This design comes from an exercise in tuning for small area, a short achievable clock period and few clock cycles on the open sky130 flow, not from production work.
For this run, only the layout was checked, not whether the RTL still works.
Power and IR drop assume default switching activity.

`design/flow/design.v`:
```
module cic_checksum (
    input  wire        clk,
    input  wire        rst,           
    input  wire [2:0]  reg_raddr,
    output reg  [31:0] reg_rdata,
    input  wire        reg_we,
    input  wire [2:0]  reg_waddr,
    input  wire [31:0] reg_wdata,
    output reg         mem_req,
    output reg  [18:0] mem_addr,
    input  wire [31:0] mem_rdata
);
    localparam [31:0] MIN_LEN   = 32'h0010_1000;
    localparam [31:0] CRC_INIT  = 32'hFFFF_FFFF;
    localparam [31:0] POLY      = 32'hEDB8_8320;
    localparam [31:0] FP_6101   = 32'h6170_A4A1;
    localparam [31:0] FP_6102   = 32'h90BB_6CB5;
    localparam [31:0] FP_6103   = 32'h0B05_0EE0;
    localparam [31:0] FP_6105   = 32'h98BC_2C86;
    localparam [31:0] FP_6106   = 32'hACC8_580A;
    localparam [31:0] SEED_6101 = 32'hF8CA_4DDC;    
    localparam [31:0] SEED_6103 = 32'hA388_6759;
    localparam [31:0] SEED_6105 = 32'hDF26_F436;
    localparam [31:0] SEED_6106 = 32'h1FEA_617A;
    localparam [2:0]  V6101 = 3'd1, V6102 = 3'd2, V6103 = 3'd3, V6105 = 3'd5, V6106 = 3'd6;
    localparam [1:0]  ERR_NONE = 2'd0, ERR_SHORT = 2'd1, ERR_VARIANT = 2'd2;
    localparam [7:0]
        U_WAIT   = 8'h10,
        U_LCHK   = 8'h20,
        U_CINIT  = 8'h30,
        U_CLDB   = 8'h40,
        U_CUPD   = 8'h41,
        U_CNXT   = 8'h42,
        U_CFIN   = 8'h50,
        U_VID    = 8'h60,
        U_SSEL   = 8'h70,
        U_MINIT  = 8'h80,
        U_MLDW   = 8'h90,
        U_MCAR   = 8'h91,
        U_MT6    = 8'h92,
        U_MT3    = 8'h93,
        U_MROT   = 8'h94,
        U_MT5    = 8'h95,
        U_MT2    = 8'h96,
        U_MAUX   = 8'h97,
        U_MT1A   = 8'h98,
        U_MT1T   = 8'h99,
        U_MNXT   = 8'h9A,
        U_CMBX   = 8'hA0,
        U_CMBA   = 8'hA1,
        U_CMBM   = 8'hA2,
        U_RETIRE = 8'hB0,
        U_FAIL   = 8'hB1;
    localparam [2:0] R_CMD = 3'd0, R_STATUS = 3'd1, R_BUF_LEN = 3'd2, R_WORD0 = 3'd3,
                     R_WORD1 = 3'd4, R_FP = 3'd5, R_VARIANT = 3'd6;
    reg  [7:0]  uop;
    reg         rd_pending;    
    reg  [31:0] idx;
    reg  [31:0] t1, t2, t3, t4, t5, t6;
    reg  [31:0] acc, seed, d, r, aux;
    reg  [7:0]  b;
    reg         st_busy, st_done, st_ok;
    reg  [1:0]  st_err;
    reg  [31:0] buf_len;
    reg  [31:0] word0, word1, fp;
    reg  [2:0]  variant;
    wire [31:0] status = {27'd0, st_err, st_ok, st_done, st_busy};
    always @(*) begin
        case (reg_raddr)
            R_STATUS:  reg_rdata = status;
            R_BUF_LEN: reg_rdata = buf_len;
            R_WORD0:   reg_rdata = word0;
            R_WORD1:   reg_rdata = word1;
            R_FP:      reg_rdata = fp;
            R_VARIANT: reg_rdata = {29'd0, variant};
            default:   reg_rdata = 32'd0;
        endcase
    end
    wire start = reg_we && (reg_waddr == R_CMD) && (reg_wdata == 32'h0000_0001) && !st_busy;
    wire [7:0] crc_idx = acc[7:0] ^ b;
    reg  [31:0] crc_tab;
    integer k;
    always @(*) begin
        crc_tab = {24'd0, crc_idx};
        for (k = 0; k < 8; k = k + 1)
            crc_tab = crc_tab[0] ? ((crc_tab >> 1) ^ POLY) : (crc_tab >> 1);
    end
    reg [2:0] ident;
    always @(*) begin
        if      (fp == FP_6101) ident = V6101;
        else if (fp == FP_6102) ident = V6102;
        else if (fp == FP_6103) ident = V6103;
        else if (fp == FP_6105) ident = V6105;
        else if (fp == FP_6106) ident = V6106;
        else                    ident = V6105;
    end
    reg [31:0] seed_of;
    reg        seed_ok;
    always @(*) begin
        seed_ok = 1'b1;
        case (variant)
            V6101, V6102: seed_of = SEED_6101;
            V6103:        seed_of = SEED_6103;
            V6105:        seed_of = SEED_6105;
            V6106:        seed_of = SEED_6106;
            default: begin
                seed_of = 32'd0;
                seed_ok = 1'b0;
            end
        endcase
    end
    wire [32:0] t6_sum   = {1'b0, t6} + {1'b0, d};
    wire [63:0] d_dbl    = {d, d};
    wire [31:0] d_rot    = d_dbl[63 - d[4:0] -: 32];        
    wire [31:0] idx_next_word = idx + 32'd4;
    always @(*) begin
        mem_req  = 1'b0;
        mem_addr = 19'd0;
        if (!rd_pending) begin
            case (uop)
                U_CLDB: begin mem_req = 1'b1; mem_addr = idx[20:2]; end
                U_MLDW: begin mem_req = 1'b1; mem_addr = idx[20:2]; end
                U_MAUX: begin mem_req = 1'b1; mem_addr = 19'h001D4 + {11'd0, idx[7:2]}; end
                default: ;
            endcase
        end
    end
    reg [7:0] mem_byte;
    always @(*) begin
        case (idx[1:0])
            2'd0: mem_byte = mem_rdata[31:24];
            2'd1: mem_byte = mem_rdata[23:16];
            2'd2: mem_byte = mem_rdata[15:8];
            default: mem_byte = mem_rdata[7:0];
        endcase
    end
    always @(posedge clk) begin
        if (rst) begin
            uop        <= U_WAIT;
            rd_pending <= 1'b0;
            idx        <= 32'd256;
            st_busy    <= 1'b0;
            st_done    <= 1'b0;
            st_ok      <= 1'b0;
            st_err     <= ERR_NONE;
            buf_len    <= 32'd0;
        end else begin
            if (reg_we && !st_busy && reg_waddr == R_BUF_LEN)
                buf_len <= reg_wdata;
            case (uop)
                U_WAIT: begin
                    if (start) begin
                        st_busy <= 1'b1;
                        st_done <= 1'b0;
                        st_ok   <= 1'b0;
                        st_err  <= ERR_NONE;
                        uop     <= U_LCHK;
                    end
                end
                U_LCHK: begin
                    if (buf_len < MIN_LEN) begin
                        st_err <= ERR_SHORT;
                        uop    <= U_FAIL;
                    end else begin
                        uop <= U_CINIT;
                    end
                end
                U_CINIT: begin
                    acc <= CRC_INIT;
                    idx <= 32'h0000_0040;
                    uop <= U_CLDB;
                end
                U_CLDB: begin
                    if (!rd_pending) begin
                        rd_pending <= 1'b1;
                    end else begin
                        rd_pending <= 1'b0;
                        b          <= mem_byte;
                        uop        <= U_CUPD;
                    end
                end
                U_CUPD: begin
                    acc <= (acc >> 8) ^ crc_tab;
                    uop <= U_CNXT;
                end
                U_CNXT: begin
                    idx <= idx + 32'd1;
                    if (idx + 32'd1 == 32'h0000_1000) uop <= U_CFIN;
                    else                              uop <= U_CLDB;
                end
                U_CFIN: begin
                    fp  <= ~acc;
                    uop <= U_VID;
                end
                U_VID: begin
                    variant <= ident;
                    uop     <= U_SSEL;
                end
                U_SSEL: begin
                    if (seed_ok) begin
                        seed <= seed_of;
                        uop  <= U_MINIT;
                    end else begin
                        st_err <= ERR_VARIANT;
                        uop    <= U_FAIL;
                    end
                end
                U_MINIT: begin
                    t1  <= seed;
                    t2  <= seed;
                    t3  <= seed;
                    t4  <= seed;
                    t5  <= seed;
                    t6  <= seed;
                    idx <= 32'h0000_1000;
                    uop <= U_MLDW;
                end
                U_MLDW: begin
                    if (!rd_pending) begin
                        rd_pending <= 1'b1;
                    end else begin
                        rd_pending <= 1'b0;
                        d          <= mem_rdata;
                        uop        <= U_MCAR;
                    end
                end
                U_MCAR: begin
                    if (t6_sum[32]) t4 <= t4 + 32'd1;
                    uop <= U_MT6;
                end
                U_MT6: begin
                    t6  <= t6_sum[31:0];
                    uop <= U_MT3;
                end
                U_MT3: begin
                    t3  <= t3 ^ d;
                    uop <= U_MROT;
                end
                U_MROT: begin
                    r   <= d_rot;
                    uop <= U_MT5;
                end
                U_MT5: begin
                    t5  <= t5 + r;
                    uop <= U_MT2;
                end
                U_MT2: begin
                    if (t2 > d) t2 <= t2 ^ r;
                    else        t2 <= t2 ^ (t6 ^ d);
                    if (variant == V6105) uop <= U_MAUX;
                    else                  uop <= U_MT1T;
                end
                U_MAUX: begin
                    if (!rd_pending) begin
                        rd_pending <= 1'b1;
                    end else begin
                        rd_pending <= 1'b0;
                        aux        <= mem_rdata;
                        uop        <= U_MT1A;
                    end
                end
                U_MT1A: begin
                    t1  <= t1 + (aux ^ d);
                    uop <= U_MNXT;
                end
                U_MT1T: begin
                    t1  <= t1 + (t5 ^ d);
                    uop <= U_MNXT;
                end
                U_MNXT: begin
                    idx <= idx_next_word;
                    if (idx_next_word == MIN_LEN) begin
                        if      (variant == V6103) uop <= U_CMBA;
                        else if (variant == V6106) uop <= U_CMBM;
                        else                       uop <= U_CMBX;
                    end else begin
                        uop <= U_MLDW;
                    end
                end
                U_CMBX: begin
                    word0 <= t6 ^ t4 ^ t3;
                    word1 <= t5 ^ t2 ^ t1;
                    uop   <= U_RETIRE;
                end
                U_CMBA: begin
                    word0 <= (t6 ^ t4) + t3;
                    word1 <= (t5 ^ t2) + t1;
                    uop   <= U_RETIRE;
                end
                U_CMBM: begin
                    word0 <= (t6 * t4) + t3;
                    word1 <= (t5 * t2) + t1;
                    uop   <= U_RETIRE;
                end
                U_RETIRE: begin
                    st_ok   <= 1'b1;
                    st_done <= 1'b1;
                    st_busy <= 1'b0;
                    uop     <= U_WAIT;
                end
                U_FAIL: begin
                    st_ok   <= 1'b0;
                    st_done <= 1'b1;
                    st_busy <= 1'b0;
                    uop     <= U_WAIT;
                end
                default: uop <= U_WAIT;
            endcase
        end
    end
endmodule
```
`design/flow/run.sh`:
```
#!/bin/bash
# synth_recipe.tcl (not shown) runs the flow's synth.tcl, then flattens the netlist and writes it again
# the make line also repeats each setting of config.mk as NAME=value (left out here)
make -C /OpenROAD-flow-scripts/flow DESIGN_CONFIG=/design/flow/config.mk WORK_HOME=/design/flow/orfs CLKGATE_MAP_FILE= SYNTH_SCRIPT=/design/flow/synth_recipe.tcl finish
```
`design/flow/config.mk`:
```
export PLATFORM = sky130hd
export DESIGN_NAME = cic_checksum
export DESIGN_NICKNAME = cic_checksum
export VERILOG_FILES = /design/flow/design.v
export SDC_FILE = /design/flow/constraint.sdc
export NUM_CORES = 4
export LEC_CHECK = 0
export CAP_MARGIN = 20
export CORE_MARGIN = 2
export CORE_UTILIZATION = 40
export SLEW_MARGIN = 20
```
`design/flow/constraint.sdc`:
```
create_clock -name core_clock -period 10.0 [get_ports {clk}]
set_input_delay 2.0000 -clock core_clock [delete_from_list [all_inputs] [get_ports {clk}]]
set_output_delay 2.0000 -clock core_clock [all_outputs]
set_load 0.01 [all_outputs]
```
==> flow_summary.toml <==
[run_status]
outcome = "timing/DRC/antenna clean"

[routing]
vias_per_cell = 5.71
ant_nets = 0
firstDrtPassIters = 8
drc = 0
vias = 56400
first_iter_violations = 6080
wl_per_cell_um = 25.0
wl_um = 247000

[timing]
setup_viol = 0
finalCritPeriodShare = 0.813
max_slew.worst_pin.slew_ns = 1.19
slew_viol_final = 0
fmax_mhz = 123
fin_setup_tns_ns = 0
fin_skew_ns = 0.0602
hold_viol_final = 0
worst_slack_ns = 1.87
rsz0062_at_grt = "no"
finalCriticalPeriod_ns = 8.13
maxSlewHeadroom = 0.207

[worst_setup_path]
path_delay_family = "adder cells"
path_cells = "buf_4 -> nand2_1 -> fa_1 -> fa_1 -> inv_1 -> fa_1 -> inv_1 -> fa_1 -> inv_1 -> fa_1 -> fa_1 -> fa_1 -> inv_1 -> fa_1 -> inv_1 -> ha_1 -> nand2_1 -> nor2_1 -> and3_1 -> o21ai_0 -> a311oi_1 -> a31oi_1 -> xnor2_1 -> a211o_1"
cp-end-kind = "register"
worst-setup-path-type = "register to register"
crit_buf_inv = 6
crit_fanout = 18
crit_slowest_cell = "edfxtp_1"
arrival_ns = 8.56
cp-start-kind = "register"
cp.required_ns = 10.43
slowest_delay_ns = 0.79
cpMostUsedCell = "fa_1"

[layout]
multi_input_area_um2 = 49300
seq_area_um2 = 14700
final_util = 0.437
num-nets-final = 8938
fillers = 17000
layout_commonest_cell = "inv_1"
most-common-layout-cells = "1129 x inv_1, 881 x fa_1, 841 x nand2_1"
synthToLayoutAreaGrowth_pct = 8.86
drive_above_1_share = 0.0454

[clock_tree]
cts.sinks = 517
htreeDepth = 2
clockRootBuffer = "clkbuf_16"
clock_path_buffers = 3
cts.clk_slew.worst_paths_ns = 0.07
post_cts_buffers = 0
cts_hold_buf = 0
cts_tree = "built"
clk_latency_ns = 0.72
postCtsResizedCells = 0
cts_buffers = 61

[synth]
syn_inst = 7569
syn_avg_cell_area_um2 = 9.20
synth_cell_types = 95
ys_ff_latch = 517
synth_nets = 9004
synth-edff-count = 439
yosys.area.top_type = "fa_1"
syn_area_um2 = 69600
synthArstFlopShare = 0
ys.flop_type = "edfxtp_1"
ys_warn_count = 1
yosysSeqAreaShare = 0.212
synth_top_area_frac = 0.253
ys_top_cells_by_area = "fa_1 25%, edfxtp_1 19%, ha_1 8.6%"

[global_route]
grt_antenna_before_repair = 21
grt_pass1_vias = 56400
overflow = 0
gr-usage-all-layers = 0.275
grt_max_degree = 65
grt_first_pass_wirelength_um = 368000

[pwr]
total_power_mw = 6.47
ir_drop_v = 0.000134
p_leak_nw = 33.2
power.density_nw_per_um2 = 85.4

[floorplanning]
ios = 125
dieWidth_um = 421
dieArea_um2 = 177000
num_rows = 153
coreArea_um2 = 173000
die-height_um = 421
initial_core_util = 0.401

[place]
gp_congestion = 0.978
post-place-ws_ns = 2.01
io_buffer_count = 124
place_hpwl_um = 194000

[hold_path]
hold_path_class = "register to register"

[run]
drv_cap = 0
## power by group
group,leakage (nW),internal (mW),switching [mW]
Combinational,27.6,0.679,0.955
Clock,1.02,1.37,1.06
Sequential,4.50,2.35,0.0484
## through the flow
stage / area [um^2] / hold slack, ns / std cells
2_1_floorplan: 69600 / 0.436 / 7569
3_3_place_gp: 73500 / 0.444 / 9758
3_5_place_dp: 73500 / 0.451 / 9760
4_1_cts: 75600 / 0.460 / 9875
5_1_grt: 75800 / 0.484 / 9887
6_report: 75800 / 0.463 / 9888
## layout make-up
type	count	share of cell area
multi-input cells	5525	0.651
flip-flops and latches	517	0.195
inverters	1130	0.0560
well taps	2325	0.0384
repair buffers	268	0.0318
clock buffers	69	0.0205
clock inverters	46	0.00771
diodes	8	0.000264
## routing by layer
layer	wire [um]	GRT usage	share of wire
met3	22800	0.0479	0.092
met1	103000	0.382	0.42
met5	37	0	0.00015
met2	108000	0.421	0.44
met4	12900	0.122	0.052
## cells in the mapped netlist, types with 37 or more instances
cell type and instances:
inv_1 1129, fa_1 881, nand2_1 844, and2_1 648
ha_1 481, edfxtp_1 439, clkbuf_1 365, a21oi_1 356
xnor2_1 321, nor2_1 309, o21ai_0 305, xor2_1 186
mux2i_1 115, a21o_1 96, nand3_1 82, nor3_1 79
dfxtp_1 78, o21a_1 51, a221o_1 43, nand2b_1 43
and3_1 42, o211ai_1 42, a211oi_1 41, nand4_1 39
a31oi_1 37
## kinds of logic after synthesis
logic type	share of synthesized area
adders and majority gates	0.341
buffers and inverters	0.0829
muxes	0.0246
xor gates and xnor gates	0.0638
DFF	0.212
and+or+nand+nor	0.160
AOI/OAI and AO/OA	0.116
## worst paths after layout
path                            startpoint          to  slack [ns]  depth (start not counted)
worst min register to register  buf_len[9]  buf_len[9]        0.46                          2
worst max-delay path                 t4[1]   word0[31]        1.87                         24
worst max register to register       t4[1]   word0[31]        1.87                         24
worst min-delay path            buf_len[9]  buf_len[9]        0.46                          2
## worst min-delay path, delay by kind of cell, from the launching register on
kind / cells / cell delay, ns
AOI/OAI and AO/OA: 1 / 0.05
DFF: 1 / 0.31
and+or+nand+nor: 1 / 0.05

## what the ideal ports hide
Ports are ideal in the flow. The routed layout listed here was re-timed in OpenROAD. Step 1 (the two cells are an assumption about what drives the block):
set clk [get_ports {clk}]
set_driving_cell -lib_cell sky130_fd_sc_hd__clkbuf_16 $clk
set_driving_cell -lib_cell sky130_fd_sc_hd__buf_2 [delete_from_list [all_inputs] $clk]
Step 2 moves the port delays by t, midway between the first and last clock arrival at a register: inputs arrive t later, outputs are due t later. That takes back most of the time a late clock gives input paths. Slacks: no drivers / after step 1 / after step 2; pairs: no drivers / after step 1.
t (ns): 0.766
setup WS [ns]: 1.870 / 1.870 / 1.870
slew at the worst register clock pin (ns): 0.08 / 0.08
pins driven straight from the clock port: 1
After both steps setup and hold are still met in this run. For this run, drivers alone change the setup slack by 0.000 ns; drivers and shift together by 0.000 ns.
